Source: an optimization exercise on an open RTL-to-GDS flow (aim: small area, a short achievable clock period and few clock cycles per item). Production flows keep margins and buffers that such runs may drop. Where RTL was checked, it was by simulation tests only, not by an equivalence proof against the original. The RTL of run 2 was laid out without a check of its function.

--- design/flow/config.mk ---
export PLATFORM = sky130hd
export DESIGN_NAME = srt4_divider
export DESIGN_NICKNAME = srt4_divider
export VERILOG_FILES = /design/flow/design.v
export SDC_FILE = /design/flow/constraint.sdc
export NUM_CORES = 4
export LEC_CHECK = 0
export ABC_AREA = 1
export CAP_MARGIN = 20
export CORE_MARGIN = 2
export CORE_UTILIZATION = 50
export SETUP_SLACK_MARGIN = 5
export SLEW_MARGIN = 20
--- design/flow/constraint.sdc ---
create_clock -name core_clock -period 10.0 [get_ports {clk}]
set_input_delay 2.0000 -clock core_clock [delete_from_list [all_inputs] [get_ports {clk}]]
set_output_delay 2.0000 -clock core_clock [all_outputs]
set_load 0.01 [all_outputs]
--- design/flow/design.v ---
module srt4_thr (
    input  wire [3:0]  d4,
    input  wire        mode,
    output wire [41:0] t         
);
    localparam [32*42-1:0] TBL = {
        7'd40, 7'd56, 7'd72, 7'd87, 7'd106, 7'd19,
        7'd41, 7'd56, 7'd72, 7'd87, 7'd105, 7'd20,
        7'd42, 7'd57, 7'd71, 7'd86, 7'd102, 7'd22,
        7'd42, 7'd57, 7'd71, 7'd85, 7'd102, 7'd23,
        7'd43, 7'd57, 7'd71, 7'd84, 7'd101, 7'd24,
        7'd44, 7'd57, 7'd70, 7'd83, 7'd98, 7'd26,
        7'd44, 7'd57, 7'd70, 7'd82, 7'd98, 7'd27,
        7'd45, 7'd57, 7'd70, 7'd82, 7'd97, 7'd28,
        7'd46, 7'd58, 7'd69, 7'd81, 7'd94, 7'd30,
        7'd46, 7'd58, 7'd69, 7'd80, 7'd94, 7'd31,
        7'd47, 7'd58, 7'd69, 7'd79, 7'd93, 7'd32,
        7'd48, 7'd58, 7'd68, 7'd78, 7'd90, 7'd34,
        7'd48, 7'd58, 7'd68, 7'd77, 7'd90, 7'd35,
        7'd49, 7'd58, 7'd68, 7'd77, 7'd89, 7'd36,
        7'd50, 7'd59, 7'd67, 7'd76, 7'd86, 7'd38,
        7'd50, 7'd59, 7'd67, 7'd75, 7'd86, 7'd39,
        7'd40, 7'd56, 7'd72, 7'd87, 7'd106, 7'd19,
        7'd41, 7'd56, 7'd72, 7'd87, 7'd105, 7'd20,
        7'd42, 7'd57, 7'd71, 7'd86, 7'd103, 7'd22,
        7'd42, 7'd57, 7'd71, 7'd85, 7'd102, 7'd23,
        7'd43, 7'd57, 7'd71, 7'd84, 7'd101, 7'd24,
        7'd44, 7'd57, 7'd70, 7'd83, 7'd99, 7'd26,
        7'd44, 7'd57, 7'd70, 7'd82, 7'd98, 7'd27,
        7'd45, 7'd57, 7'd70, 7'd82, 7'd97, 7'd28,
        7'd46, 7'd58, 7'd69, 7'd81, 7'd95, 7'd30,
        7'd46, 7'd58, 7'd69, 7'd80, 7'd94, 7'd31,
        7'd47, 7'd58, 7'd69, 7'd79, 7'd93, 7'd32,
        7'd48, 7'd58, 7'd68, 7'd78, 7'd91, 7'd34,
        7'd48, 7'd58, 7'd68, 7'd77, 7'd90, 7'd35,
        7'd49, 7'd58, 7'd68, 7'd77, 7'd89, 7'd36,
        7'd50, 7'd59, 7'd67, 7'd76, 7'd87, 7'd38,
        7'd50, 7'd59, 7'd67, 7'd75, 7'd86, 7'd39
    };
    assign t = TBL[{mode, d4} * 42 +: 42];
endmodule
module srt4_qsel (
    input  wire [6:0]  a,
    input  wire [6:0]  b,
    input  wire [41:0] t,
    input  wire        mode,     
    output wire        neg,
    output wire        pos,
    output wire        m1,
    output wire        m2,
    output wire        def,      
    output wire        rerr      
);
    wire [6:0] w = a + {~b[6], b[5:0]};
    wire le1 = (w <= t[41:35]);
    wire le2 = (w <= t[34:28]);
    wire le3 = (w <= t[27:21]);
    wire le4 = (w <= t[20:14]);
    wire hi  = (w >  t[13:7]);
    wire lo  = (w <= t[6:0]);
    wire out = hi | lo;
    wire z   = mode & out;
    assign neg  = le2 & ~z;
    assign pos  = ~le3 & ~z;
    assign m2   = (le1 | ~le4) & ~z;
    assign m1   = ((le2 & ~le1) | (le4 & ~le3)) & ~z;
    assign def  = z;
    assign rerr = ~mode & out;
endmodule
module srt4_divider (
    input  wire         clk,
    input  wire         rst,         
    input  wire         start,
    input  wire [95:0]  x,           
    input  wire [95:0]  y,           
    input  wire [6:0]   cmd,         
    output wire [7:0]   status,      
    output wire         done,
    output wire         err,
    output wire [95:0]  xn,
    output wire [6:0]   ex,
    output wire [95:0]  yn,
    output wire [6:0]   ey,
    output wire [95:0]  dapx,
    output wire [95:0]  q,
    output wire [95:0]  qs,
    output reg  [98:0]  digits,      
    output reg  [32:0]  defs         
);
    localparam integer K    = 2;             
    localparam integer GW   = 2 * K;         
    localparam integer LGW  = 2;             
    localparam integer NGR  = 96 / GW;       
    localparam integer OFF  = 8;             
    localparam integer NMAX = 33;
    localparam [1:0] PH_IDLE = 2'd0, PH_RUN = 2'd1, PH_DONE = 2'd2, PH_ERR = 2'd3;
    localparam [2:0] EC_NONE = 3'd0, EC_TABLE = 3'd2, EC_DOMAIN = 3'd3, EC_PREC = 3'd4;
    reg [1:0]  phase;
    reg [2:0]  errcode;
    reg        defect_seen;
    reg [5:0]  nr;
    reg        moder;
    reg [5:0]  j;                
    reg [64:0] xn_r;             
    reg [63:0] yn_r;             
    reg [6:0]  ywn;              
    reg [4:0]  ex_r, ey_r;
    reg [67:0] rem, car;         
    reg [66:0] q_r;              
    reg [95:0] qs_r;             
    assign status = {2'b00, errcode, defect_seen, phase};
    assign done   = (phase == PH_DONE);
    assign err    = (phase == PH_ERR);
    assign xn     = {31'd0, xn_r};
    assign yn     = {31'd0, 1'b1, yn_r};
    assign ex     = {2'd0, ex_r};
    assign ey     = {2'd0, ey_r};
    assign dapx   = {31'd0, 1'b1, yn_r[63:60], 60'd0};
    assign qs     = qs_r;
    assign q      = {{29{q_r[66]}}, q_r};
    wire run = (phase == PH_RUN);
    function [4:0] lead(input [30:0] a);
        integer b;
        begin
            lead = 5'd0;
            for (b = 0; b < 31; b = b + 1)
                if (a[b]) lead = b[4:0];
        end
    endfunction
    wire        x_ok  = (x == 96'd0) || (!x[95] && (x[94:64] != 31'd0));
    wire        y_ok  = !y[95] && (y[94:64] != 31'd0);
    wire        n_ok  = (cmd[5:0] <= 6'd33);
    wire [4:0]  ex_in = lead(x[94:64]);
    wire [4:0]  ey_in = lead(y[94:64]);
    wire [94:0] xsh   = x[94:0] >> ex_in;
    wire [94:0] ysh   = y[94:0] >> ey_in;
    wire accept = start && (phase != PH_RUN);
    wire [41:0] thr;
    srt4_thr u_thr (.d4(yn_r[63:60]), .mode(moder), .t(thr));
    wire [65:0] y1 = {2'b01, yn_r};
    wire [67:0] m1v = {2'b00, y1};
    wire [67:0] m2v = {1'b0, y1, 1'b0};
    wire [67:0] rs [0:K];
    wire [67:0] cs [0:K];
    wire [K-1:0] neg, pos, m1, m2, dfv, rev;
    assign rs[0] = rem;
    assign cs[0] = car;
    genvar t, c;
    generate for (t = 0; t < K; t = t + 1) begin : g_it
        if (t == 0) begin : g_direct
            srt4_qsel u_qsel (
                .a(rs[0][67:61]), .b(cs[0][67:61]), .t(thr), .mode(moder),
                .neg(neg[0]), .pos(pos[0]), .m1(m1[0]), .m2(m2[0]),
                .def(dfv[0]), .rerr(rev[0])
            );
        end else begin : g_spec
            wire [4:0] cn, cp, c1, c2, cd, ce;
            wire [7:0] w1 = {2'b01, ~ywn[6:1]};      
            wire [7:0] w2 = {1'b1, ~ywn};
            for (c = 0; c < 5; c = c + 1) begin : g_c
                wire [7:0] mg = (c == 0 || c == 4) ? w2 :
                                (c == 1 || c == 3) ? w1 : 8'd0;
                wire [7:0] qd = (c >= 3) ? ~mg : mg;
                wire [7:0] r8 = rs[t-1][65:58];
                wire [7:0] k8 = cs[t-1][65:58];
                wire [7:0] sc = r8 ^ k8 ^ qd;
                wire [7:0] cc = (r8 & k8) | (r8 & qd) | (k8 & qd);
                srt4_qsel u_qsel (
                    .a(sc[7:1]), .b(cc[6:0]), .t(thr), .mode(moder),
                    .neg(cn[c]), .pos(cp[c]), .m1(c1[c]), .m2(c2[c]),
                    .def(cd[c]), .rerr(ce[c])
                );
            end
            wire [4:0] oh = {m2[t-1] & pos[t-1], m1[t-1] & pos[t-1],
                             ~(m1[t-1] | m2[t-1]),
                             m1[t-1] & neg[t-1], m2[t-1] & neg[t-1]};
            assign neg[t] = |(oh & cn);
            assign pos[t] = |(oh & cp);
            assign m1[t]  = |(oh & c1);
            assign m2[t]  = |(oh & c2);
            assign dfv[t] = |(oh & cd);
            assign rev[t] = |(oh & ce);
        end
        wire [67:0] qd = (({68{m1[t]}} & m1v) | ({68{m2[t]}} & m2v)) ^ {68{pos[t]}};
        wire [67:0] sc = rs[t] ^ cs[t] ^ qd;
        wire [67:0] cc = {(rs[t][66:0] & cs[t][66:0]) | (rs[t][66:0] & qd[66:0]) |
                          (cs[t][66:0] & qd[66:0]), pos[t]};
        assign rs[t+1] = {sc[65:0], 2'b00};
        assign cs[t+1] = {cc[65:0], 2'b00};
    end endgenerate
    reg [K-1:0] vld;
    reg         any_err, any_def, last;
    integer u;
    always @(*) begin
        any_err = 1'b0;
        any_def = 1'b0;
        for (u = 0; u < K; u = u + 1) begin
            vld[u] = ({1'b0, j} + u) < {1'b0, nr};
            if (vld[u] && rev[u]) any_err = 1'b1;
            if (vld[u] && dfv[u]) any_def = 1'b1;
        end
        last = ({1'b0, j} + K) >= {1'b0, nr};
    end
    wire        z0   = ~(m1[0] | m2[0]);
    wire        n1   = neg[1] & vld[1];
    wire        vneg = neg[0] | (z0 & n1);           
    wire [1:0]  d0m  = {m2[0] | (m1[0] & neg[0]), m1[0]};               
    wire [1:0]  d0d  = {(m1[0] & neg[0]) | z0, m2[0] | z0};             
    wire [1:0]  d1m  = {vld[1] & (m2[1] | (m1[1] & neg[1])), vld[1] & m1[1]};
    wire [GW-1:0] fq  = {n1 ? d0d : d0m, d1m};           
    wire          aq  = ~run | ~vneg;                 
    wire [6:0]    pu  = 7'd66 - {j, 1'b0};            
    reg  [66:0]   q_n, qmb, qor;
    integer p;
    always @(*) begin
        for (p = 0; p < 67; p = p + 1) begin
            qor[p] = (p == 0) ? 1'b0 : (qor[p-1] | q_r[p-1]);
            qmb[p] = q_r[p] ^ ((p >= pu) & ~qor[p]);
            if (run && p + 2*j + 2*K >= 66 && p + 2*j + 2*K < 66 + GW)
                q_n[p] = fq[p + 2*j + 2*K - 66];
            else
                q_n[p] = aq ? q_r[p] : qmb[p];
        end
    end
    wire [7:0]    ps  = 8'd66 - GW - {1'b0, j, 1'b0} + {3'd0, ex_r} - {3'd0, ey_r};
    wire [LGW-1:0] rr = ps[LGW-1:0];
    wire [5:0]    go  = ps[7:LGW] + OFF;       
    wire [7:0]    pus = ps + GW;                      
    wire          ulo = pus[7];                       
    wire [4:0]    sr  = ey_r - ex_r;                  
    reg  [29:0]   qlm;
    reg  [GW-1:0] rq;
    reg  [95:0]   qs_n, qsmb, qsor;
    integer o, n;
    always @(*) begin
        for (o = 0; o < 30; o = o + 1)
            qlm[o] = q_r[o] & (o < sr);
        for (o = 0; o < GW; o = o + 1)
            rq[o] = fq[(o - rr + GW) % GW];
        for (n = 0; n < NGR; n = n + 1)
            for (o = 0; o < GW; o = o + 1) begin
                qsor[GW*n + o] = (GW*n + o == 0) ? 1'b0 : (qsor[GW*n + o - 1] | qs_r[GW*n + o - 1]);
                qsmb[GW*n + o] = qs_r[GW*n + o] ^
                                 ((ulo ? ~|qlm : ({1'b0, pus} <= GW*n + o)) & ~qsor[GW*n + o]);
                if (run && ((go == n + OFF && o >= rr) || (go == n + OFF - 1 && o < rr)))
                    qs_n[GW*n + o] = rq[o];
                else
                    qs_n[GW*n + o] = aq ? qs_r[GW*n + o] : qsmb[GW*n + o];
            end
    end
    always @(posedge clk) begin
        if (rst) begin
            phase       <= PH_IDLE;
            defect_seen <= 1'b0;
            errcode     <= EC_NONE;
        end else if (accept) begin
            defect_seen <= 1'b0;
            if (!n_ok) begin
                phase   <= PH_ERR;
                errcode <= EC_PREC;
            end else if (!x_ok || !y_ok) begin
                phase   <= PH_ERR;
                errcode <= EC_DOMAIN;
            end else begin
                phase   <= (cmd[5:0] == 6'd0) ? PH_DONE : PH_RUN;
                errcode <= EC_NONE;
            end
        end else if (run) begin
            if (any_err) begin
                phase   <= PH_ERR;
                errcode <= EC_TABLE;
            end else begin
                if (any_def) defect_seen <= 1'b1;
                if (last) phase <= PH_DONE;
            end
        end
    end
    always @(posedge clk) begin
        if (accept) begin
            nr     <= cmd[5:0];
            moder  <= cmd[6];
            xn_r   <= xsh[64:0];
            yn_r   <= ysh[63:0];
            ywn    <= ~ysh[63:57];
            ex_r   <= ex_in;
            ey_r   <= ey_in;
            rem    <= {3'd0, xsh[64:0]};
            car    <= 68'd0;
            j      <= 6'd0;
            q_r    <= 67'd0;
            qs_r   <= 96'd0;
        end else begin
            rem   <= rs[K];
            car   <= cs[K];
            q_r   <= q_n;
            qs_r  <= qs_n;
            if (run) begin
                j  <= j + K;
                for (u = 0; u < NMAX; u = u + 1)
                    if (u / K == j / K && vld[u % K]) begin
                        digits[3*u +: 3] <= {neg[u % K], neg[u % K] | m2[u % K], m1[u % K]};
                        defs[u]          <= dfv[u % K];
                    end
            end
        end
    end
endmodule
--- design/flow/run.sh ---
#!/bin/bash
# synth_recipe.tcl (not shown) runs the flow's synth.tcl, then flattens the netlist and writes it again
# the make line also repeats each setting of config.mk as NAME=value (left out here)
make -C /OpenROAD-flow-scripts/flow DESIGN_CONFIG=/design/flow/config.mk WORK_HOME=/design/flow/orfs CLKGATE_MAP_FILE= SYNTH_SCRIPT=/design/flow/synth_recipe.tcl finish
==> out/qor.yml, run 1 <==
status:
  status: "no timing/DRC/antenna violations"
clock_network:
  cts.sinks: 591
  clkLatencyLatePin_ns: 0.65
  postCtsHoldBufs: 0
  cts_buffers: 73
  h-tree-depth: 3
  clk_pin_slew_ns: 0.07
  root_buffer: "clkbuf_16"
  cts_buffer_depth: 3
  cts_tree: "done"
timing:
  fin_skew_ns: 0.0360
  fin_setup_tns_ns: 0
  setup_viol: 0
  period_share: 0.569
  rsz0062_at_grt: "true"
  final-hold-violation-count: 0
  period_minus_slack_ns: 5.69
  finalMaxSlewViolations: 0
  fmax_mhz: 176
  worstMarginPinSlew_ns: 1.37
  relSlewSlack: 0.0814
logic_synthesis:
  netlist_area_mm2: 0.0510
  ys_top_cells_by_count: "1,544 x nand2_1, 971 x inv_1, 835 x o21ai_0"
  ys_warn_count: 1
  yosysMostFrequentCell: "nand2_1"
  ys.flop_type: "dfxtp_1"
  synth-seq-cells: 591
  ys_seq_area_frac: 0.288
  netlist-cell-type-count: 82
  synthCells: 7141
  synthDominantCellAreaShare: 0.168
  async_reset_ff_frac: 0
  post-synth-top-area-cell: "edfxtp_1"
  synth_edf_count: 285
  netlist_top_cells_area: "edfxtp_1 17%, dfxtp_1 12%, nand2_1 11%"
  syn_avg_cell_area_um2: 7.14
worst_setup_path:
  start_kind: "flip-flop"
  cpPeakStageDelay_ns: 0.57
  r2r_slack_ns: 4.31
  path_buf_inv: 6
  cp-end-kind: "flip-flop"
  critPathSlowestCell: "fa_1"
  rr_startpoint: "ywn[1]$_DFFE_PP_"
  crit_path_start: "ywn[1]$_DFFE_PP_"
  cp.required_ns: 10.49
  arrival_ns: 6.18
  cp_max_fo: 8
  path_class: "reg2reg"
  path_delay_family: "adder cells"
floorplanning:
  die_h_um: 323
  num_io_pins: 838
  die_area_mm2: 0.104
  start_util: 0.502
  core_mm2: 0.101
  rows: 117
  die_w_um: 323
cells_and_area:
  syn_to_final_growth_pct: 43.2
  multi_input_area_mm2: 0.0375
  drive_gt1_frac: 0.245
  num-fill-cells: 7799
  regArea_mm2: 0.0147
  nets: 8653
global_routing:
  grt_max_degree: 128
  grt_usage: 0.413
  grt_pass1_wl_um: 325000
  grt_remaining_overflow: 0
  antenna_found_initial: 12
  grt_pass1_vias: 51449
hold_path:
  hp-start: "errcode[0]$_SDFFE_PP0P_"
  hold_path_class: "reg2reg"
job:
  drv_cap: 0
placed_design:
  io_buffers: 676
  dp_hpwl_um: 155000
  gp_congestion: 1.05
route:
  viasPerCell: 6.08
  wl_um: 238000
  vias: 57531
  drtPass1Iterations: 7
  antenna_left: 0
  routedWlPerCell_um: 25.1
  drc: 0
  drt_iter0_drc: 8134
==> worst paths after layout <==
| path | to | depth (start not counted) |
|---|---|---|
| min | errcode[0]$_SDFFE_PP0P_ | 2 |
| max reg2reg | rem[38]$_DFF_P_ | 27 |
| min reg2reg | errcode[0]$_SDFFE_PP0P_ | 2 |
| max | rem[38]$_DFF_P_ | 27 |
==> metal layers <==
layer / part of all wire / vias to the layer above / global-route usage / routed length (um)
li1: - / 25301 / - / -
met5: 0.00082 / - / 0 / 195
met4: 0.083 / 24 / 0.261 / 19800
met3: 0.12 / 1193 / 0.0953 / 28400
met2: 0.44 / 4145 / 0.648 / 105000
met1: 0.36 / 26868 / 0.513 / 84600
==> area by class of cell <==
type / count / share of cell area
Clock inverter: 38 / 0.00460
Tap cell: 1368 / 0.0235
Antenna cell: 2 / 0.0000686
Sequential cell: 591 / 0.202
Timing Repair Buffer: 1128 / 0.168
Multi-Input combinational cell: 5223 / 0.515
Inverter: 1005 / 0.0553
Clock buffer: 97 / 0.0283
Timing Repair inverter: 14 / 0.00359
==> cell usage in the layout (no fill, tap or decap), types with 49 or more instances in the layout <==
cell type / Yosys / final
fa_1: 158 / 92
conb_1: 2 / 161
clkdlybuf4s50_1: 0 / 654
nand3_1: 239 / 169
clkbuf_16: 0 / 93
xor2_2: 2 / 52
o211ai_1: 62 / 62
nor3_1: 91 / 70
a21oi_2: 0 / 50
fa_2: 0 / 66
buf_6: 1 / 89
o22ai_4: 0 / 49
inv_1: 971 / 843
nor2_4: 11 / 50
edfxtp_1: 285 / 285
dfxtp_1: 306 / 292
o21ai_1: 26 / 208
inv_2: 21 / 109
nand4_1: 65 / 65
buf_4: 202 / 245
o22ai_1: 193 / 117
nor2_2: 18 / 50
nand2_1: 1544 / 1387
nor2_1: 566 / 497
buf_12: 0 / 59
o21ai_0: 835 / 304
xor2_1: 206 / 147
nand2_2: 13 / 103
nand3_2: 2 / 61
nand2_4: 3 / 60
o21ai_2: 2 / 300
o21ai_4: 0 / 51
a31oi_1: 66 / 51
a21oi_1: 280 / 223
ha_1: 257 / 219
==> flip-flops by register name (all words and copies together), names as in the netlist <==
name and flops:
car 64, yn_r 64, digits 99, rem 68, defect_seen 1, q_r 67
j 5, ex_r 5, xn_r 65, phase 2, nr 6, ywn 7
defs 33, ey_r 5, errcode 3, qs_r 96, moder 1
==> repair_timing <==
item / CTS / global route
setup endpoints to repair: 517 / 457
pin swaps: 167 / 321
gates resized for setup: 1022 / 1303
buffers inserted: 198 / 148
gates cloned: 54 / 28
==> worst reg2reg max path: stages (launching register included) <==
cell,delay (ns)
edfxtp_1,0.54
inv_2,0.09
fa_1,0.57
inv_2,0.06
ha_4,0.16
fa_2,0.39
a31oi_4,0.20
xor2_2,0.26
inv_4,0.12
ha_4,0.25
a21oi_1,0.16
o21ai_1,0.12
a21oi_2,0.19
o221ai_4,0.17
nand2_2,0.12
nand2_4,0.09
nor2_4,0.14
a21oi_2,0.07
o221ai_2,0.07
nand2b_4,0.20
buf_16,0.22
clkinv_16,0.18
buf_12,0.18
o22ai_2,0.12
xor2_1,0.23
fa_1,0.44
nor2_1,0.11
a31oi_1,0.06
==> cells by family (layout without fill, tap and decap cells) <==
kind of cell    count (synthesis)  after routing  synth area share
compound gates               1638           1640             0.182
xor+xnor                      228            228            0.0395
fa+ha+maj                     415            415             0.125
buf+inv                      1510           2282             0.127
flops                         591            591             0.288
mux                            91             91            0.0179
other cells                     2            163          0.000147
simple gates                 2666           2688             0.221
==> metrics by stage <==
| stage | hold WS (ns) | util | cell area (um^2) | cells | setup WS (ns) |
|---|---|---|---|---|---|
| floorplan | 0.477 | - | 52100 | 7300 | 4.91 |
| global placement | 0.453 | 0.576 | 58500 | 8901 | 2.75 |
| detailed placement | 0.460 | 0.576 | 58500 | 8901 | 2.55 |
| CTS | 0.470 | 0.658 | 66800 | 9288 | 4.57 |
| global route | 0.515 | 0.719 | 72900 | 9464 | 4.14 |
| finish | 0.474 | 0.719 | 72900 | 9466 | 4.31 |
Testbench counts, summed over its fixed seeds: cycles 33,224, items 2,400.
==> run 2, diff against run 1 <==
--- a/design/flow/design.v
+++ b/design/flow/design.v
@@ -89,7 +89,6 @@
 );
     localparam integer K    = 2;             
     localparam integer GW   = 2 * K;         
-    localparam integer LGW  = 2;             
     localparam integer NGR  = 96 / GW;       
     localparam integer OFF  = 8;             
     localparam integer NMAX = 33;
@@ -223,8 +222,8 @@
         end
     end
     wire [7:0]    ps  = 8'd66 - GW - {1'b0, j, 1'b0} + {3'd0, ex_r} - {3'd0, ey_r};
-    wire [LGW-1:0] rr = ps[LGW-1:0];
-    wire [5:0]    go  = ps[7:LGW] + OFF;       
+    wire [$clog2(GW)-1:0] rr = ps[$clog2(GW)-1:0];
+    wire [5:0]    go  = ps[7:$clog2(GW)] + OFF;       
     wire [7:0]    pus = ps + GW;                      
     wire          ulo = pus[7];                       
     wire [4:0]    sr  = ey_r - ex_r;                  
--- a/design/flow/config.mk
+++ b/design/flow/config.mk
@@ -11,3 +11,4 @@
 export CORE_UTILIZATION = 50
 export SETUP_SLACK_MARGIN = 5
 export SLEW_MARGIN = 20
+export TNS_END_PERCENT = 10
==> run 2 against run 1 <==
Still clean on timing, DRC and antenna. Maximum frequency grew 1.6%. Critical endpoint is now rem[47]$_DFF_P_. Worst hold slack lost 0.0056 ns. Wire length shrank 6.6%. First-iteration DRC count shrank 17%. Critical path depth grew 3. Register-to-register slack gained 0.09 ns. Sequential share of layout area grew 1.7 points. Global-route usage shrank 1.3 points. Flip-flop and latch count is the same. Design area shrank 7.6%.
==> out/qor.yml, run 2 <==
status:
  status: "no timing/DRC/antenna violations"  # unchanged
timing:
  period_minus_slack_ns: 5.60  # was 5.69 ns
  worstMarginPinSlew_ns: 1.14  # was 1.37 ns
  finalMaxSlewViolations: 0  # unchanged
  fin_setup_tns_ns: 0  # unchanged
  relSlewSlack: 0.230  # was 0.0814
  rsz0062_at_grt: "true"  # unchanged
  final-hold-violation-count: 0  # unchanged
  fmax_mhz: 179  # was 176 MHz
  fin_skew_ns: 0.0263  # was 0.0360 ns
  setup_viol: 0  # unchanged
  holdWs_ns: 0.468  # was 0.474 ns
  period_share: 0.560  # was 0.569
global_routing:
  grt_pass1_wl_um: 316000  # was 325,000 um
  antenna_found_initial: 3  # was 12
  grt_max_degree: 177  # was 128
  grt_pass1_vias: 50380  # was 51.4k
  grt_remaining_overflow: 0  # unchanged
  grt_usage: 0.401  # was 0.413
logic_synthesis:
  synthCells: 7141  # unchanged
  netlist_area_mm2: 0.0510  # unchanged
  ys.flop_type: "dfxtp_1"  # unchanged
  async_reset_ff_frac: 0  # unchanged
  netlist_top_cells_area: "edfxtp_1 17%, dfxtp_1 12%, nand2_1 11%"  # unchanged
  ys_warn_count: 1  # unchanged
  synth_edf_count: 285  # unchanged
  post-synth-top-area-cell: "edfxtp_1"  # unchanged
  yosysMostFrequentCell: "nand2_1"  # unchanged
  synth-seq-cells: 591  # unchanged
  netlist-cell-type-count: 82  # unchanged
  synthDominantCellAreaShare: 0.168  # unchanged
  syn_avg_cell_area_um2: 7.14  # unchanged
  ys_top_cells_by_count: "1,544 x nand2_1, 971 x inv_1, 835 x o21ai_0"  # unchanged
  ys_seq_area_frac: 0.288  # unchanged
worst_setup_path:
  cpPeakStageDelay_ns: 0.60  # was 0.57 ns
  cp_common_cell: "nand2_1"
  arrival_ns: 6.14  # was 6.18 ns
  start_kind: "flip-flop"  # unchanged
  cp_max_fo: 6  # was 8
  r2r_slack_ns: 4.40  # was 4.31 ns
  path_class: "reg2reg"  # unchanged
  cp.required_ns: 10.54  # was 10.49 ns
  path_delay_family: "adder cells"  # unchanged
  cp-end-kind: "flip-flop"  # unchanged
  path_buf_inv: 7  # was 6
  critPathSlowestCell: "fa_2"  # was fa_1
floorplanning:
  die_area_mm2: 0.104  # unchanged
  start_util: 0.502  # unchanged
  rows: 117  # unchanged
  num_io_pins: 838  # unchanged
  die_h_um: 323  # unchanged
  die_w_um: 323  # unchanged
  core_mm2: 0.101  # unchanged
clock_network:
  clkLatencyLatePin_ns: 0.66  # was 0.65 ns
  cts_buffer_depth: 3  # unchanged
  root_buffer: "clkbuf_16"  # unchanged
  h-tree-depth: 3  # unchanged
  clk_pin_slew_ns: 0.06  # was 0.07 ns
  cts.sinks: 591  # unchanged
  cts_buffers: 72  # was 73
  postCtsHoldBufs: 0  # unchanged
  cts_tree: "done"  # unchanged
route:
  viasPerCell: 5.89  # was 6.08
  wl_um: 222000  # was 238,000 um
  wl_met2_um: 101000  # was 105,000 um
  m1WireLength_um: 84000  # was 84,600 um
  highest_layer: "met5"  # unchanged
  vias: 54863  # was 57.5k
  routedWlPerCell_um: 23.8  # was 25.1 um
  drc: 0  # unchanged
  drtPass1Iterations: 10  # was 7
  antenna_left: 0  # unchanged
  wl_met3_um: 21100  # was 28,400 um
  drt_iter0_drc: 6763  # was 8,134
cells_and_area:
  num-fill-cells: 8793  # was 7,799
  design_area_mm2: 0.0674  # was 0.0729 mm^2
  nets: 8506  # was 8,653
  final_common_cell: "nand2_1"  # unchanged
  syn_to_final_growth_pct: 32.2  # was 43.2%
  largest_reg_flops: 99  # unchanged
  most-common-layout-cells: "1,477 x nand2_1, 904 x inv_1, 656 x clkdlybuf4s50_1"  # was 1,387 x nand2_1, 843 x inv_1, 654 x clkdlybuf4s50_1
  diodes: 0  # was 2
  drive_gt1_frac: 0.151  # was 0.245
  top_regs: "digits: 99 flops, qs_r: 96 flops, rem: 68 flops"  # unchanged
  top_register: "digits"  # unchanged
  fin_util: 0.664  # was 0.719
placed_design:
  io_buffers: 676  # unchanged
  dp_hpwl_um: 159000  # was 155,000 um
  placed_area_mm2: 0.0583  # was 0.0585 mm^2
  gp_congestion: 1.05  # about the same
job:
  drv_cap: 0  # unchanged
hold_path:
  hold_path_class: "reg2reg"  # unchanged
## run 2: changes by cell type in the layout (fill, tap and decap cells not counted), moves of 53 or more
cell,change
fa_1,+54
o21ai_0,+170
buf_6,-69
o21ai_2,-160
fa_2,-54
inv_1,+61
nand2_1,+90
inv_2,-53
## run 2: what timing repair did
item                       4_1_cts  5_1_grt
setup endpoints to repair      518      450
gates resized for setup        513      704
setup buffers                  156       71
cloned                          34       13
pin swaps                      103      155
## run 2: routing by layer
metal / GRT usage / vias to the layer above
met3: 0.0726 / 819
li1: - / 24912
met5: 0 / -
met2: 0.643 / 3282
met4: 0.250 / 8
met1: 0.498 / 25842
## run 2: layout make-up
| class | count | area, um^2 | share of cell area |
|---|---|---|---|
| inverters | 1005 | 3980 | 0.0590 |
| clock buffers | 94 | 1960 | 0.0290 |
| clock inverters | 40 | 500 | 0.00743 |
| flip-flops and latches | 591 | 14700 | 0.218 |
| repair buffers | 1000 | 10400 | 0.155 |
| well taps | 1368 | 1710 | 0.0254 |
| repair inverters | 6 | 96.3 | 0.00143 |
| multi-input cells | 5213 | 34000 | 0.504 |
## run 2: metrics by stage
step	cells	worst slack [ns]
after floorplan	7300	4.89
after global placement	8908	2.63
after detailed placement	8909	2.65
after CTS	9233	4.59
after global routing	9317	4.24
final	9317	4.40
## run 2: worst paths after layout
check | startpoint | end | cells after the start
max | ywn[4]$_DFFE_PP_ | rem[47]$_DFF_P_ | 30
min | errcode[1]$_SDFFE_PP0P_ | errcode[1]$_SDFFE_PP0P_ | 2
max reg2reg | ywn[4]$_DFFE_PP_ | rem[47]$_DFF_P_ | 30
min reg2reg | errcode[1]$_SDFFE_PP0P_ | errcode[1]$_SDFFE_PP0P_ | 2
## run 2: cell families after synthesis
kind of cell	Yosys count	synth area share
AND/OR/NAND/NOR	2666	0.221
adder cells (fa/ha/maj)	415	0.125
AO/OA/AOI/OAI	1638	0.182
multiplexers	91	0.0179
XOR/XNOR	228	0.0395
flip-flops	591	0.288
other	2	0.000147
buffers and inverters	1510	0.127
## run 2: tightest hold or removal path: cells and delay by family, from the launching register on
kind | cells | cell delay [ns]
AO/OA/AOI/OAI | 1 | 0.05
flip-flops | 1 | 0.31
AND/OR/NAND/NOR | 1 | 0.06
==> run 3, diff against run 2 <==
--- a/design/flow/design.v
+++ b/design/flow/design.v
@@ -89,6 +89,7 @@
 );
     localparam integer K    = 2;             
     localparam integer GW   = 2 * K;         
+    localparam integer LGW  = 2;             
     localparam integer NGR  = 96 / GW;       
     localparam integer OFF  = 8;             
     localparam integer NMAX = 33;
@@ -222,8 +223,8 @@
         end
     end
     wire [7:0]    ps  = 8'd66 - GW - {1'b0, j, 1'b0} + {3'd0, ex_r} - {3'd0, ey_r};
-    wire [$clog2(GW)-1:0] rr = ps[$clog2(GW)-1:0];
-    wire [5:0]    go  = ps[7:$clog2(GW)] + OFF;       
+    wire [LGW-1:0] rr = ps[LGW-1:0];
+    wire [5:0]    go  = ps[7:LGW] + OFF;       
     wire [7:0]    pus = ps + GW;                      
     wire          ulo = pus[7];                       
     wire [4:0]    sr  = ey_r - ex_r;                  
==> design/flow/flow/run.sh (new file) <==
#!/bin/bash
# The standard layout (standard.sh, all steps), with one change: the
# buffers that buffer_ports puts on every input and output port are
# sky130_fd_sc_hd__buf_1 cells instead of the cell buffer_ports picks by
# itself (clkdlybuf4s50_1, a delay cell of 10 um2). Every port still gets
# its own buffer; the resizer may upsize it like any other cell.
set -euo pipefail
export BUFFER_PORTS_ARGS="-buffer_cell sky130_fd_sc_hd__buf_1"
bash standard.sh > standard.log 2>&1
==> design/flow/standard.sh (new file) <==
#!/bin/bash
# synth_recipe.tcl (not shown) runs the flow's synth.tcl, then flattens the netlist and writes it again
# the make line also repeats each setting of config.mk as NAME=value (left out here)
make -C /OpenROAD-flow-scripts/flow DESIGN_CONFIG=/design/flow/config.mk WORK_HOME=/design/flow/orfs CLKGATE_MAP_FILE= SYNTH_SCRIPT=/design/flow/synth_recipe.tcl "${@:-finish}"
removed: design/flow/run.sh
==> run 3 against run 2 <==
Clock-buffer cell count did not move. Via count fell by 2.0%. Global-route usage fell by 0.77 points. Core utilization fell by 5.5 points. Highest routed layer unchanged. First-iteration DRC count fell by 13%. Flip-flop and latch count did not move. Critical endpoint is now rem[57]$_DFF_P_. Cell count fell by 0.33%. Setup slack got worse by 0.036 ns. Design area fell by 8.2%. Non-clock buffer count fell by 33. Register-to-register slack got worse by 0.04 ns.
==> out/qor.yml, run 3 <==
cells_and_area:
  num-fill-cells: 9491  # was 8,793
  multi_input_area_mm2: 0.0330  # was 0.0340 mm^2
  largest_reg_flops: 99  # unchanged
  fin_util: 0.610  # was 0.664
  top_regs: "digits: 99 flops, qs_r: 96 flops, rem: 68 flops"  # unchanged
  stdcell_count: 9286  # was 9,317
  regArea_mm2: 0.0147  # about the same
  syn_to_final_growth_pct: 21.4  # was 32.2%
  most-common-layout-cells: "1,500 x nand2_1, 915 x inv_1, 672 x buf_1"  # was 1,477 x nand2_1, 904 x inv_1, 656 x clkdlybuf4s50_1
  drive_gt1_frac: 0.127  # was 0.151
  nets: 8473  # was 8,506
  top_register: "digits"  # unchanged
  final_common_cell: "nand2_1"  # unchanged
global_routing:
  grt_pass1_wl_um: 308000  # was 316,000 um
  grt_pass1_vias: 49264  # was 50.4k
  use_met1: 0.491  # was 0.498
  grt_usage: 0.393  # was 0.401
  antenna_found_initial: 5  # was 3
  gr-max-usage-layer: "met2"  # unchanged
  grtUsageMet3: 0.0712  # was 0.0726
  grt_remaining_overflow: 0  # unchanged
  grt_max_degree: 158  # was 177
  gr-usage-met2: 0.639  # was 0.643
floorplanning:
  core_mm2: 0.101  # unchanged
  die_area_mm2: 0.104  # unchanged
  start_util: 0.502  # unchanged
  die_h_um: 323  # unchanged
  num_io_pins: 838  # unchanged
  rows: 117  # unchanged
  die_w_um: 323  # unchanged
worst_setup_path:
  start_kind: "flip-flop"  # unchanged
  cp_max_fo: 8  # was 6
  critPathCapture: "rem[57]$_DFF_P_"  # was rem[47]$_DFF_P_
  cpPeakStageDelay_ns: 0.60  # about the same
  arrival_ns: 6.23  # was 6.14 ns
  cp-end-kind: "flip-flop"  # unchanged
  rr_endpoint: "rem[57]$_DFF_P_"  # was rem[47]$_DFF_P_
  rr_startpoint: "ywn[2]$_DFFE_PP_"  # was ywn[4]$_DFFE_PP_
  path_class: "reg2reg"  # unchanged
  cp.required_ns: 10.59  # was 10.54 ns
  reg2reg_depth: 32  # was 30
  crit_path_start: "ywn[2]$_DFFE_PP_"  # was ywn[4]$_DFFE_PP_
  critPathSlowestCell: "fa_1"  # was fa_2
  r2r_slack_ns: 4.37  # was 4.40 ns
clock_network:
  h-tree-depth: 3  # unchanged
  postCtsHoldBufs: 0  # unchanged
  cts_tree: "done"  # unchanged
  cts_buffers: 71  # was 72
  cts_buffer_depth: 3  # unchanged
  cts.sinks: 591  # unchanged
  root_buffer: "clkbuf_16"  # unchanged
  clk_pin_slew_ns: 0.06  # about the same
  clkLatencyLatePin_ns: 0.66  # about the same
logic_synthesis:
  ys_warn_count: 1  # unchanged
  netlist_area_mm2: 0.0510  # unchanged
  synthDominantCellAreaShare: 0.168  # unchanged
  netlist_top_cells_area: "edfxtp_1 17%, dfxtp_1 12%, nand2_1 11%"  # unchanged
  synth-seq-cells: 591  # unchanged
  async_reset_ff_frac: 0  # unchanged
  yosysMostFrequentCell: "nand2_1"  # unchanged
  ys_seq_area_frac: 0.288  # unchanged
  synth_edf_count: 285  # unchanged
  ys.flop_type: "dfxtp_1"  # unchanged
  synthCells: 7141  # unchanged
  ys_top_cells_by_count: "1,544 x nand2_1, 971 x inv_1, 835 x o21ai_0"  # unchanged
  post-synth-top-area-cell: "edfxtp_1"  # unchanged
  syn_avg_cell_area_um2: 7.14  # unchanged
  netlist-cell-type-count: 82  # unchanged
timing:
  period_minus_slack_ns: 5.63  # was 5.60 ns
  final-hold-violation-count: 0  # unchanged
  fin_setup_tns_ns: 0  # unchanged
  setup_viol: 0  # unchanged
  worstMarginPinSlew_ns: 1.08  # was 1.14 ns
  fin_skew_ns: 0.0207  # was 0.0263 ns
  period_share: 0.563  # was 0.560
  relSlewSlack: 0.280  # was 0.230
  rsz0062_at_grt: "true"  # unchanged
  finalMaxSlewViolations: 0  # unchanged
  fmax_mhz: 177  # was 179 MHz
hold_path:
  hp-start: "errcode[1]$_SDFFE_PP0P_"  # unchanged
  hold_path_class: "reg2reg"  # unchanged
route:
  wl_um: 218000  # was 222,000 um
  vias: 53761  # was 54.9k
  routedWlPerCell_um: 23.4  # was 23.8 um
  drt_iter0_drc: 5888  # was 6,763
  antenna_left: 0  # unchanged
  viasPerCell: 5.79  # was 5.89
  drc: 0  # unchanged
  drtPass1Iterations: 6  # was 10
job:
  drv_cap: 0  # unchanged
placed_design:
  place_inst: 8906  # was 8,909
  io_buffers: 676  # unchanged
  dp_hpwl_um: 157000  # was 159,000 um
  gp_congestion: 1.04  # was 1.05
status:
  status: "no timing/DRC/antenna violations"  # unchanged
==> run 3: cell counts after synthesis <==
Identical to the previous run, type by type.
==> run 3: cells by family after synthesis <==
logic type / share of synthesized area
AND/OR/NAND/NOR: 0.221
AO/OA/AOI/OAI: 0.182
buffers and inverters: 0.127
flip-flops: 0.288
adder cells (fa/ha/maj): 0.125
XOR/XNOR: 0.0395
multiplexers: 0.0179
other: 0.000147
==> run 3: stage by stage <==
step                worst slack, ns  hold WS, ns  instance area (um^2)
finish                         4.37        0.473                 61800
global route                   4.16        0.522                 61800
CTS                            4.56        0.473                 59700
detailed placement             2.77        0.458                 54100
global placement               2.92        0.454                 54100
floorplan                      4.89        0.477                 51900
==> run 3: what timing repair did <==
item	CTS	global route
resized for setup	379	426
setup endpoints to repair	500	433
pin swaps	95	56
cloned	24	20
buffers inserted	146	55
==> run 3: layer usage <==
metal | wire length [um] | vias to the layer above
met4 | 13900 | 6
met5 | 46 | -
met1 | 83600 | 25295
met3 | 20500 | 681
met2 | 99500 | 2973
li1 | - | 24806
==> run 3: worst min path at each step <==
stage / end / slack [ns] / cells past startpoint
after CTS: errcode[1]$_SDFFE_PP0P_ / 0.47 / 2
after detailed placement: errcode[0]$_SDFFE_PP0P_ / 0.46 / 2
after global placement: errcode[0]$_SDFFE_PP0P_ / 0.45 / 2
after global routing: errcode[0]$_SDFFE_PP0P_ / 0.52 / 2
final: errcode[1]$_SDFFE_PP0P_ / 0.47 / 2
after floorplan: errcode[0]$_SDFFE_PP0P_ / 0.48 / 2
==> run 3: layout make-up <==
| cell class | instances | area share |
|---|---|---|
| timing repair buffer | 967 | 0.0935 |
| clock inverter | 36 | 0.00666 |
| clock buffer | 94 | 0.0326 |
| timing repair inverter | 11 | 0.00348 |
| tap | 1368 | 0.0277 |
| multi-input combinational | 5209 | 0.534 |
| antenna | 5 | 0.000202 |
| sequential | 591 | 0.238 |
| inverter | 1005 | 0.0644 |
==> run 3: worst max-delay path: cells and delay by family (launching register included) <==
| family | cells | cell delay, ns |
|---|---|---|
| adder cells (fa/ha/maj) | 4 | 1.55 |
| buffers and inverters | 7 | 0.82 |
| AND/OR/NAND/NOR | 15 | 1.92 |
| flip-flops | 1 | 0.44 |
| XOR/XNOR | 2 | 0.34 |
| AO/OA/AOI/OAI | 4 | 0.49 |
Testbench counts of run 3, summed over its fixed seeds: cycles 33,224, items 2,400.
==> run 4, diff against run 3 <==
--- a/design/flow/config.mk
+++ b/design/flow/config.mk
@@ -11,4 +11,4 @@
 export CORE_UTILIZATION = 50
 export SETUP_SLACK_MARGIN = 5
 export SLEW_MARGIN = 20
-export TNS_END_PERCENT = 10
+export TNS_END_PERCENT = 2
==> run 4 against run 3 <==
Sequential share of layout area is 0.57 points higher. Flip-flop and latch count stayed put. Non-clock buffer count is 42 lower. Via count is 0.77% lower. Design area is 2.4% lower. First-iteration DRC count is 3.2% lower. Clock skew is 0.0021 ns higher. Critical path depth stayed put. Synthesized cell count stayed put. Global-route usage is 0.32 points lower.
==> out/qor.yml, run 4 <==
worst_setup_path:
  cpPeakStageDelay_ns: 0.60  # about the same
  start_kind: "flip-flop"  # unchanged
  path_class: "reg2reg"  # unchanged
  arrival_ns: 6.13  # was 6.23 ns
  cp_common_cell: "nand2_1"
  cp.required_ns: 10.56  # was 10.59 ns
  critPathSlowestCell: "fa_1"  # unchanged
  cp_max_fo: 8  # unchanged
  cp-end-kind: "flip-flop"  # unchanged
global_routing:
  grt_max_degree: 158  # unchanged
  antenna_found_initial: 5  # unchanged
  grt_usage: 0.390  # was 0.393
  grt_pass1_wl_um: 306000  # was 308,000 um
  grt_remaining_overflow: 0  # unchanged
  grt_pass1_vias: 48832  # was 49.3k
logic_synthesis:
  async_reset_ff_frac: 0  # unchanged
  syn_avg_cell_area_um2: 7.14  # unchanged
  ys.flop_type: "dfxtp_1"  # unchanged
  synth_compound_area_frac: 0.182  # unchanged
  netlist_area_mm2: 0.0510  # unchanged
  post-synth-top-area-cell: "edfxtp_1"  # unchanged
  synthAdderAreaFrac: 0.125  # unchanged
  netlist_top_cells_area: "edfxtp_1 17%, dfxtp_1 12%, nand2_1 11%"  # unchanged
  synth-simple-area-share: 0.221  # unchanged
  ys_seq_area_frac: 0.288  # unchanged
  ys_top_cells_by_count: "1,544 x nand2_1, 971 x inv_1, 835 x o21ai_0"  # unchanged
  netlist-cell-type-count: 82  # unchanged
  synthCells: 7141  # unchanged
  synth_edf_count: 285  # unchanged
  synth-seq-cells: 591  # unchanged
  synth_mux_area_frac: 0.0179  # unchanged
  synthDominantCellAreaShare: 0.168  # unchanged
  synthXorXnorAreaFrac: 0.0395  # unchanged
  synth_top_family_by_area: "simple AND/OR/NAND/NOR gates"  # unchanged
  yosysMostFrequentCell: "nand2_1"  # unchanged
  ys_warn_count: 1  # unchanged
route:
  drtPass1Iterations: 7  # was 6
  drt_iter0_drc: 5700  # was 5,888
  drc: 0  # unchanged
  viasPerCell: 5.77  # was 5.79
  antenna_left: 0  # unchanged
  routedWlPerCell_um: 23.2  # was 23.4 um
  wl_um: 214000  # was 218,000 um
  vias: 53345  # was 53.8k
timing:
  period_minus_slack_ns: 5.57  # was 5.63 ns
  rsz0062_at_grt: "true"  # unchanged
  relSlewSlack: 0.271  # was 0.280
  fin_skew_ns: 0.0227  # was 0.0207 ns
  fmax_mhz: 180  # was 177 MHz
  finalMaxSlewViolations: 0  # unchanged
  period_share: 0.557  # was 0.563
  fin_setup_tns_ns: 0  # unchanged
  final-hold-violation-count: 0  # unchanged
  fin_ws_ns: 4.43  # was 4.37 ns
  worstMarginPinSlew_ns: 1.08  # about the same
  setup_viol: 0  # unchanged
cells_and_area:
  top_regs: "digits: 99 flops, qs_r: 96 flops, rem: 68 flops"  # unchanged
  fin_util: 0.595  # was 0.610
  final_common_cell: "nand2_1"  # unchanged
  largest_reg_flops: 99  # unchanged
  nets: 8428  # was 8,473
  syn_to_final_growth_pct: 18.5  # was 21.4%
  most-common-layout-cells: "1,517 x nand2_1, 917 x inv_1, 711 x o21ai_0"  # was 1,500 x nand2_1, 915 x inv_1, 672 x buf_1
  drive_gt1_frac: 0.110  # was 0.127
  top_register: "digits"  # unchanged
  design_area_mm2: 0.0604  # was 0.0618 mm^2
placed_design:
  post-place-ws_ns: 2.77  # unchanged
  gp_congestion: 1.04  # unchanged
  placed_area_mm2: 0.0541  # unchanged
  dp_hpwl_um: 157000  # unchanged
  io_buffers: 676  # unchanged
clock_network:
  root_buffer: "clkbuf_16"  # unchanged
  cts_buffer_depth: 3  # unchanged
  cts_tree: "done"  # unchanged
  h-tree-depth: 3  # unchanged
  cts.sinks: 591  # unchanged
  postCtsHoldBufs: 0  # unchanged
  cts_buffers: 71  # unchanged
  clk_pin_slew_ns: 0.06  # about the same
  clkLatencyLatePin_ns: 0.66  # about the same
hold_path:
  hold_path_class: "reg2reg"  # unchanged
floorplanning:
  die_h_um: 323  # unchanged
  num_io_pins: 838  # unchanged
  rows: 117  # unchanged
  die_w_um: 323  # unchanged
  die_area_mm2: 0.104  # unchanged
  start_util: 0.502  # unchanged
  core_mm2: 0.101  # unchanged
status:
  status: "no timing/DRC/antenna violations"  # unchanged
job:
  drv_cap: 0  # unchanged
[run 4: cell counts after synthesis]
Identical to the previous run, type by type.
[run 4: kinds of logic after synthesis]
| logic type | count (synthesis) |
|---|---|
| muxes | 91 |
| AOI/OAI and AO/OA | 1638 |
| other | 2 |
| and+or+nand+nor | 2666 |
| adders and majority gates | 415 |
| xor gates and xnor gates | 228 |
| buffers and inverters | 1510 |
| DFF | 591 |
[run 4: metrics by stage]
step	instances	hold slack, ns
CTS	9160	0.473
detailed placement	8906	0.458
global route	9236	0.522
global placement	8905	0.454
finish	9238	0.474
floorplan	7300	0.477
[run 4: timing repair]
item / CTS / global route
resized for setup: 262 / 295
cloned: 21 / 14
pin swaps: 77 / 76
endpoints found under the setup margin: 500 / 435
setup buffers: 103 / 62
[run 4: worst max-delay path, delay by kind of cell (launching register included)]
family          cells  cell delay [ns]
compound gates      5             0.64
buf+inv             7             0.76
fa+ha+maj           4             1.57
flops               1             0.38
xor+xnor            2             0.33
simple gates       14             1.75
[run 4: layout make-up]
| cell class | count | area (um^2) |
|---|---|---|
| Timing Repair Buffer | 925 | 5140 |
| Fill cell | 9688 | 41100 |
| Multi-Input combinational cell | 5209 | 32300 |
| Clock buffer | 94 | 2020 |
| Antenna cell | 2 | 5.00 |
| Timing Repair inverter | 8 | 126 |
| Sequential cell | 591 | 14700 |
| Inverter | 1005 | 3950 |
| Clock inverter | 36 | 412 |
| Tap cell | 1368 | 1710 |
[run 4: metal layers]
| layer | wire [um] | share of wire | GRT usage |
|---|---|---|---|
| met2 | 98000 | 0.46 | 0.632 |
| met4 | 13600 | 0.063 | 0.217 |
| met5 | 67 | 0.00031 | 0 |
| met3 | 20700 | 0.097 | 0.0736 |
| met1 | 81800 | 0.38 | 0.487 |
[run 4: final timing paths]
check	end	slack, ns	startpoint	cells past startpoint
setup / recovery	rem[7]$_DFF_P_	4.43	ywn[3]$_DFFE_PP_	32
hold / removal	errcode[1]$_SDFFE_PP0P_	0.47	errcode[1]$_SDFFE_PP0P_	2
setup reg to reg	rem[7]$_DFF_P_	4.43	ywn[3]$_DFFE_PP_	32
hold reg to reg	errcode[1]$_SDFFE_PP0P_	0.47	errcode[1]$_SDFFE_PP0P_	2
==> run 5, diff against run 4 <==
--- a/design/flow/config.mk
+++ b/design/flow/config.mk
@@ -11,4 +11,4 @@
 export CORE_UTILIZATION = 50
 export SETUP_SLACK_MARGIN = 5
 export SLEW_MARGIN = 20
-export TNS_END_PERCENT = 2
+export TNS_END_PERCENT = 0
==> run 5 against run 4 <==
Sequential share of layout area increased by 0.20 points. Worst hold slack got worse by 0.0033 ns. Critical path type unchanged. Critical path depth decreased by 1. Flip-flop and latch count unchanged. Global-route usage decreased by 0.13 points. Synthesized area unchanged. Core utilization decreased by 0.48 points. Maximum frequency decreased by 0.56%.
==> out/qor.yml, run 5 <==
timing:
  final-hold-violation-count: 0  # unchanged
  finalMaxSlewViolations: 0  # unchanged
  fmax_mhz: 179  # was 180 MHz
  period_share: 0.560  # was 0.557
  fin_setup_tns_ns: 0  # unchanged
  fin_skew_ns: 0.0241  # was 0.0227 ns
  setup_viol: 0  # unchanged
  relSlewSlack: 0.261  # was 0.271
  worstMarginPinSlew_ns: 1.10  # was 1.08 ns
  fin_ws_ns: 4.40  # was 4.43 ns
  period_minus_slack_ns: 5.60  # was 5.57 ns
  rsz0062_at_grt: "true"  # unchanged
logic_synthesis:
  ys_warn_count: 1  # unchanged
  ys.flop_type: "dfxtp_1"  # unchanged
  synthDominantCellAreaShare: 0.168  # unchanged
  async_reset_ff_frac: 0  # unchanged
  synth_edf_count: 285  # unchanged
  synth-simple-area-share: 0.221  # unchanged
  synth_compound_area_frac: 0.182  # unchanged
  synth_mux_area_frac: 0.0179  # unchanged
  ys_top_cells_by_count: "1,544 x nand2_1, 971 x inv_1, 835 x o21ai_0"  # unchanged
  synthCells: 7141  # unchanged
  post-synth-top-area-cell: "edfxtp_1"  # unchanged
  synth-seq-cells: 591  # unchanged
  syn_avg_cell_area_um2: 7.14  # unchanged
  synth_top_family_by_area: "simple AND/OR/NAND/NOR gates"  # unchanged
  ys_seq_area_frac: 0.288  # unchanged
  netlist-cell-type-count: 82  # unchanged
  netlist_area_mm2: 0.0510  # unchanged
  netlist_top_cells_area: "edfxtp_1 17%, dfxtp_1 12%, nand2_1 11%"  # unchanged
  yosysMostFrequentCell: "nand2_1"  # unchanged
  synthXorXnorAreaFrac: 0.0395  # unchanged
  synthAdderAreaFrac: 0.125  # unchanged
clock_network:
  h-tree-depth: 3  # unchanged
  cts_buffers: 71  # unchanged
  cts.sinks: 591  # unchanged
  cts_buffer_depth: 3  # unchanged
  cts_tree: "done"  # unchanged
  clkLatencyLatePin_ns: 0.66  # about the same
  root_buffer: "clkbuf_16"  # unchanged
  clk_pin_slew_ns: 0.06  # about the same
cells_and_area:
  multi_input_area_mm2: 0.0321  # was 0.0323 mm^2
  regArea_mm2: 0.0147  # about the same
  largest_reg_flops: 99  # unchanged
  final_common_cell: "nand2_1"  # unchanged
  top_register: "digits"  # unchanged
  most-common-layout-cells: "1,522 x nand2_1, 921 x inv_1, 766 x o21ai_0"  # was 1,517 x nand2_1, 917 x inv_1, 711 x o21ai_0
  drive_gt1_frac: 0.100  # was 0.110
  top_regs: "digits: 99 flops, qs_r: 96 flops, rem: 68 flops"  # unchanged
  syn_to_final_growth_pct: 17.5  # was 18.5%
  nets: 8418  # was 8,428
  num-fill-cells: 9731  # was 9,688
worst_setup_path:
  cp.required_ns: 10.55  # was 10.56 ns
  start_kind: "flip-flop"  # unchanged
  cpPeakStageDelay_ns: 0.62  # was 0.60 ns
  reg2reg_depth: 31  # was 32
  path_class: "reg2reg"  # unchanged
  cp_common_cell: "nand2_1"  # unchanged
  rr_startpoint: "ywn[4]$_DFFE_PP_"  # was ywn[3]$_DFFE_PP_
  cp-end-kind: "flip-flop"  # unchanged
  r2r_slack_ns: 4.40  # was 4.43 ns
  rr_endpoint: "rem[46]$_DFF_P_"  # was rem[7]$_DFF_P_
  critPathSlowestCell: "fa_2"  # was fa_1
  arrival_ns: 6.14  # was 6.13 ns
  cp_max_fo: 15  # was 8
floorplanning:
  die_area_mm2: 0.104  # unchanged
  rows: 117  # unchanged
  die_h_um: 323  # unchanged
  start_util: 0.502  # unchanged
  core_mm2: 0.101  # unchanged
  die_w_um: 323  # unchanged
  num_io_pins: 838  # unchanged
job:
  drv_cap: 0  # unchanged
global_routing:
  grt_pass1_vias: 48598  # was 48.8k
  antenna_found_initial: 4  # was 5
  grt_max_degree: 158  # unchanged
  grt_usage: 0.388  # was 0.390
  grt_pass1_wl_um: 305000  # was 306,000 um
  grt_remaining_overflow: 0  # unchanged
hold_path:
  hp-start: "errcode[0]$_SDFFE_PP0P_"  # was errcode[1]$_SDFFE_PP0P_
  whs_path_depth: 2  # unchanged
  holdPathEnd: "errcode[0]$_SDFFE_PP0P_"  # was errcode[1]$_SDFFE_PP0P_
  hold_path_class: "reg2reg"  # unchanged
route:
  drtPass1Iterations: 7  # unchanged
  drc: 0  # unchanged
  drt_iter0_drc: 5799  # was 5,700
  antenna_left: 0  # unchanged
  wl_um: 214000  # about the same
  vias: 53148  # was 53.3k
  viasPerCell: 5.76  # was 5.77
  routedWlPerCell_um: 23.2  # about the same
status:
  status: "no timing/DRC/antenna violations"  # unchanged
placed_design:
  io_buffers: 676  # unchanged
  gp_congestion: 1.04  # unchanged
  dp_hpwl_um: 157000  # unchanged
  post-place-ws_ns: 2.77  # unchanged
run 5: cell types whose count changed in the layout (fill, tap and decap cells not counted), sizes merged:
cell    delta
buf        -5
clkinv     -1
nand2      +1
inv        -2
clkbuf     -3
run 5: logic make-up (layout without fill, tap and decap cells):
group	after synthesis	after routing
AO/OA/AOI/OAI	1638	1639
XOR/XNOR	228	228
adder cells (fa/ha/maj)	415	415
buffers and inverters	1510	2057
flip-flops	591	591
multiplexers	91	91
other	2	163
AND/OR/NAND/NOR	2666	2676
run 5: layout make-up:
class,count,share of cell area
Antenna cell,2,0.0000836
Clock buffer,94,0.0337
Clock inverter,36,0.00687
Inverter,1005,0.0656
Multi-Input combinational cell,5210,0.536
Sequential cell,591,0.246
Tap cell,1368,0.0286
Timing Repair Buffer,917,0.0826
Timing Repair inverter,5,0.00134
run 5: per-layer routing:
| metal | share of wire | GRT usage |
|---|---|---|
| met5 | 0.00018 | 0 |
| met4 | 0.063 | 0.210 |
| met2 | 0.46 | 0.632 |
| met1 | 0.39 | 0.486 |
| met3 | 0.093 | 0.0738 |
run 5: critical path, delay by kind of cell (launching register included):
family / cells / cell delay, ns
compound gates: 4 / 0.56
xor+xnor: 2 / 0.57
fa+ha+maj: 4 / 1.67
buf+inv: 8 / 0.99
flops: 1 / 0.36
simple gates: 13 / 1.31
run 5: how the worst max path moves through the flow:
stage	startpoint	endpoint	slack, ns
after floorplan	yn_r[61]$_DFFE_PP_	rem[25]$_DFF_P_	4.89
after global placement	yn_r[62]$_DFFE_PP_	qs_r[40]$_SDFFE_PP0P_	2.92
after CTS	ywn[2]$_DFFE_PP_	rem[26]$_DFF_P_	4.54
after global routing	car[62]$_SDFF_PP0_	rem[46]$_DFF_P_	4.17
after detailed placement	yn_r[62]$_DFFE_PP_	qs_r[42]$_SDFFE_PP0P_	2.77
final	ywn[4]$_DFFE_PP_	rem[46]$_DFF_P_	4.40
run 5: what timing repair did:
action                                  in CTS  in global routing
hold endpoints to repair                     0                  0
pin swaps                                   73                 73
endpoints found under the setup margin     500                437
gates resized for setup                    244                171
gates cloned                                19                 12
hold buffers                                 0                  0
buffers inserted                            87                 72
run 5: per-stage QoR:
stage	cells	hold slack, ns	instance area, um^2	util
after floorplan	7300	0.477	51900	-
after global placement	8905	0.454	54100	0.533
after detailed placement	8906	0.458	54100	0.533
after CTS	9142	0.473	58500	0.577
after global routing	9226	0.522	59900	0.590
final	9228	0.471	59900	0.590
==> run 6, diff against run 5 <==
--- a/design/flow/config.mk
+++ b/design/flow/config.mk
@@ -9,6 +9,6 @@
 export CAP_MARGIN = 20
 export CORE_MARGIN = 2
 export CORE_UTILIZATION = 50
-export SETUP_SLACK_MARGIN = 5
+export SETUP_SLACK_MARGIN = 4.5
 export SLEW_MARGIN = 20
-export TNS_END_PERCENT = 0
+export TNS_END_PERCENT = 10
==> run 6 against run 5 <==
Still clean on timing, DRC and antenna. Synthesized area is the same. Critical path depth decreased by 5. Non-clock buffer count up 15. Clock skew up 0.0067 ns. Synthesized cell count stayed put. Register-to-register slack better by 0.05 ns. Global-route usage down 0.88 points. Sequential share of layout area shrank 0.075 points. Core utilization up 0.23 points. Critical path type unchanged. Largest cell class unchanged. Highest routed layer unchanged.
==> out/qor.yml, run 6 <==
status:
  status: "no timing/DRC/antenna violations"  # unchanged
clock_network:
  cts.sinks: 591  # unchanged
  cts_buffer_depth: 3  # unchanged
  root_buffer: "clkbuf_16"  # unchanged
  clkLatencyLatePin_ns: 0.67  # was 0.66 ns
  cts_buffers: 71  # unchanged
  cts_tree: "done"  # unchanged
  clk_pin_slew_ns: 0.06  # about the same
timing:
  setup_viol: 0  # unchanged
  rsz0062_at_grt: "true"  # unchanged
  worstMarginPinSlew_ns: 1.05  # was 1.10 ns
  fin_setup_tns_ns: 0  # unchanged
  fin_ws_ns: 4.46  # was 4.40 ns
  fmax_mhz: 180  # was 179 MHz
  relSlewSlack: 0.293  # was 0.261
  period_minus_slack_ns: 5.54  # was 5.60 ns
  finalMaxSlewViolations: 0  # unchanged
floorplanning:
  start_util: 0.502  # unchanged
  num_io_pins: 838  # unchanged
  die_h_um: 323  # unchanged
  die_w_um: 323  # unchanged
  rows: 117  # unchanged
  core_mm2: 0.101  # unchanged
  die_area_mm2: 0.104  # unchanged
route:
  drtPass1Iterations: 8  # was 7
  vias: 53207  # was 53.1k
  drt_iter0_drc: 5963  # was 5,799
  wl_um: 211000  # was 214,000 um
  antenna_left: 0  # unchanged
  routedWlPerCell_um: 22.8  # was 23.2 um
  drc: 0  # unchanged
global_routing:
  grt_max_degree: 159  # was 158
  grt_pass1_vias: 48193  # was 48.6k
  antenna_found_initial: 1  # was 4
  gr-max-usage-layer: "met2"  # unchanged
  grt_remaining_overflow: 0  # unchanged
  grt_usage: 0.379  # was 0.388
cells_and_area:
  largest_reg_flops: 99  # unchanged
  nets: 8442  # was 8,418
  syn_to_final_growth_pct: 18.0  # was 17.5%
  top_register: "digits"  # unchanged
  final_common_cell: "nand2_1"  # unchanged
  top_regs: "digits: 99 flops, qs_r: 96 flops, rem: 68 flops"  # unchanged
  drive_gt1_frac: 0.105  # was 0.100
  diodes: 0  # was 2
worst_setup_path:
  cp_max_fo: 16  # was 15
  cp.required_ns: 10.50  # was 10.55 ns
  cp-end-kind: "flip-flop"  # unchanged
  start_kind: "flip-flop"  # unchanged
  path_class: "reg2reg"  # unchanged
job:
  drv_cap: 0  # unchanged
placed_design:
  io_buffers: 676  # unchanged
  gp_congestion: 1.03  # was 1.04
  dp_hpwl_um: 154000  # was 157,000 um
  place_inst: 8908  # was 8,906
  post-place-ws_ns: 1.78  # was 2.77 ns
logic_synthesis:
  synth-seq-cells: 591  # unchanged
  synthDominantCellAreaShare: 0.168  # unchanged
  syn_avg_cell_area_um2: 7.14  # unchanged
  async_reset_ff_frac: 0  # unchanged
  ys.flop_type: "dfxtp_1"  # unchanged
  synthCells: 7141  # unchanged
  post-synth-top-area-cell: "edfxtp_1"  # unchanged
  ys_seq_area_frac: 0.288  # unchanged
  netlist_top_cells_area: "edfxtp_1 17%, dfxtp_1 12%, nand2_1 11%"  # unchanged
  netlist_area_mm2: 0.0510  # unchanged
  ys_top_cells_by_count: "1,544 x nand2_1, 971 x inv_1, 835 x o21ai_0"  # unchanged
[run 6: cells by family (layout without fill, tap and decap cells)]
logic type / Yosys count / in the layout / synth area share
multiplexers: 91 / 91 / 0.0179
other: 2 / 161 / 0.000147
flip-flops: 591 / 591 / 0.288
XOR/XNOR: 228 / 228 / 0.0395
adder cells (fa/ha/maj): 415 / 415 / 0.125
AND/OR/NAND/NOR: 2666 / 2678 / 0.221
AO/OA/AOI/OAI: 1638 / 1640 / 0.182
buffers and inverters: 1510 / 2076 / 0.127
[run 6: critical path, cell delays in order (launching register included)]
cell      delay, ns
dfxtp_4        0.35
buf_4          0.16
ha_1           0.28
ha_1           0.16
inv_1          0.06
fa_1           0.40
nand3b_1       0.17
and2_1         0.19
nor2_1         0.09
nor2_1         0.05
o21bai_1       0.16
xnor2_1        0.34
inv_2          0.20
nor3_1         0.25
o21ai_0        0.16
a31oi_2        0.28
o21ai_0        0.28
a31oi_2        0.32
nand2_2        0.14
clkinv_8       0.13
buf_12         0.12
buf_16         0.17
o22ai_4        0.10
xor2_2         0.15
fa_1           0.48
nand2_1        0.10
o21ai_1        0.08
[run 6: repair_timing]
action,4_1_cts,5_1_grt
buffers inserted,82,89
pin swaps,44,98
gates resized for setup,230,368
setup endpoints to repair,508,429
gates cloned,17,24
[run 6: per-stage QoR]
| stage | utilization | cell area [um^2] | hold slack [ns] |
|---|---|---|---|
| 2_1_floorplan | - | 51600 | 0.477 |
| 3_3_place_gp | 0.530 | 53800 | 0.455 |
| 3_5_place_dp | 0.530 | 53800 | 0.456 |
| 4_1_cts | 0.570 | 57900 | 0.465 |
| 5_1_grt | 0.593 | 60100 | 0.491 |
| 6_report | 0.593 | 60100 | 0.466 |
[run 6: worst paths after layout]
check                           slack, ns                    start                 endpoint  depth (start not counted)
worst min-delay path                 0.47  errcode[0]$_SDFFE_PP0P_  errcode[0]$_SDFFE_PP0P_                          2
worst max-delay path                 4.46       car[59]$_SDFF_PP0_          rem[64]$_DFF_P_                         26
worst min register to register       0.47  errcode[0]$_SDFFE_PP0P_  errcode[0]$_SDFFE_PP0P_                          2
worst max register to register       4.46       car[59]$_SDFF_PP0_          rem[64]$_DFF_P_                         26
[run 6: final cells by class]
type | count | area [um^2]
clock inverter | 35 | 262
timing repair inverter | 11 | 119
timing repair buffer | 932 | 5040
multi-input combinational | 5213 | 32400
clock buffer | 93 | 1980
sequential | 591 | 14700
tap | 1368 | 1710
fill | 9866 | 41300
inverter | 1005 | 3930
[run 6: per-layer routing]
metal  wire length, um  share of wire  vias to the layer above
met5                13       0.000062                        -
met4             14000          0.066                        2
met3             19400          0.092                      652
met2             95500           0.45                     2796
met1             82100           0.39                    25011
li1                  -              -                    24746

## what the ideal ports hide
No port has a modelled driver above. Below, the same layouts with a new extraction and two added sets of constraints.
Step 1, drivers: a clkbuf_16 drives clk and a buf_2 each remaining input, both assumed.
Step 2 moves the port delays by t, midway between the first and last clock arrival at a register: inputs arrive t later, outputs are due t later. That takes back most of the time a late clock gives input paths.
Slacks: no drivers / after step 1 / after step 2; pairs: no drivers / after step 1.
| run | shift t [ns] | setup WS [ns] | cell pins on the clock port's net |
|---|---|---|---|
| run 1 | 0.712 | 4.314 / 4.314 / 4.256 | 1 |
| run 2 | 0.730 | 4.402 / 4.402 / 4.105 | 1 |
| run 3 | 0.723 | 4.366 / 4.366 / 3.879 | 1 |
| run 4 | 0.724 | 4.435 / 4.435 / 3.834 | 1 |
| run 5 | 0.722 | 4.403 / 4.403 / 3.904 | 1 |
| run 6 | 0.728 | 4.455 / 4.455 / 3.973 | 1 |
After both steps every run listed still meets setup and hold. The setup slack of run 4, which loses most, moves by 0.000 ns with the drivers and by -0.601 ns with both steps.
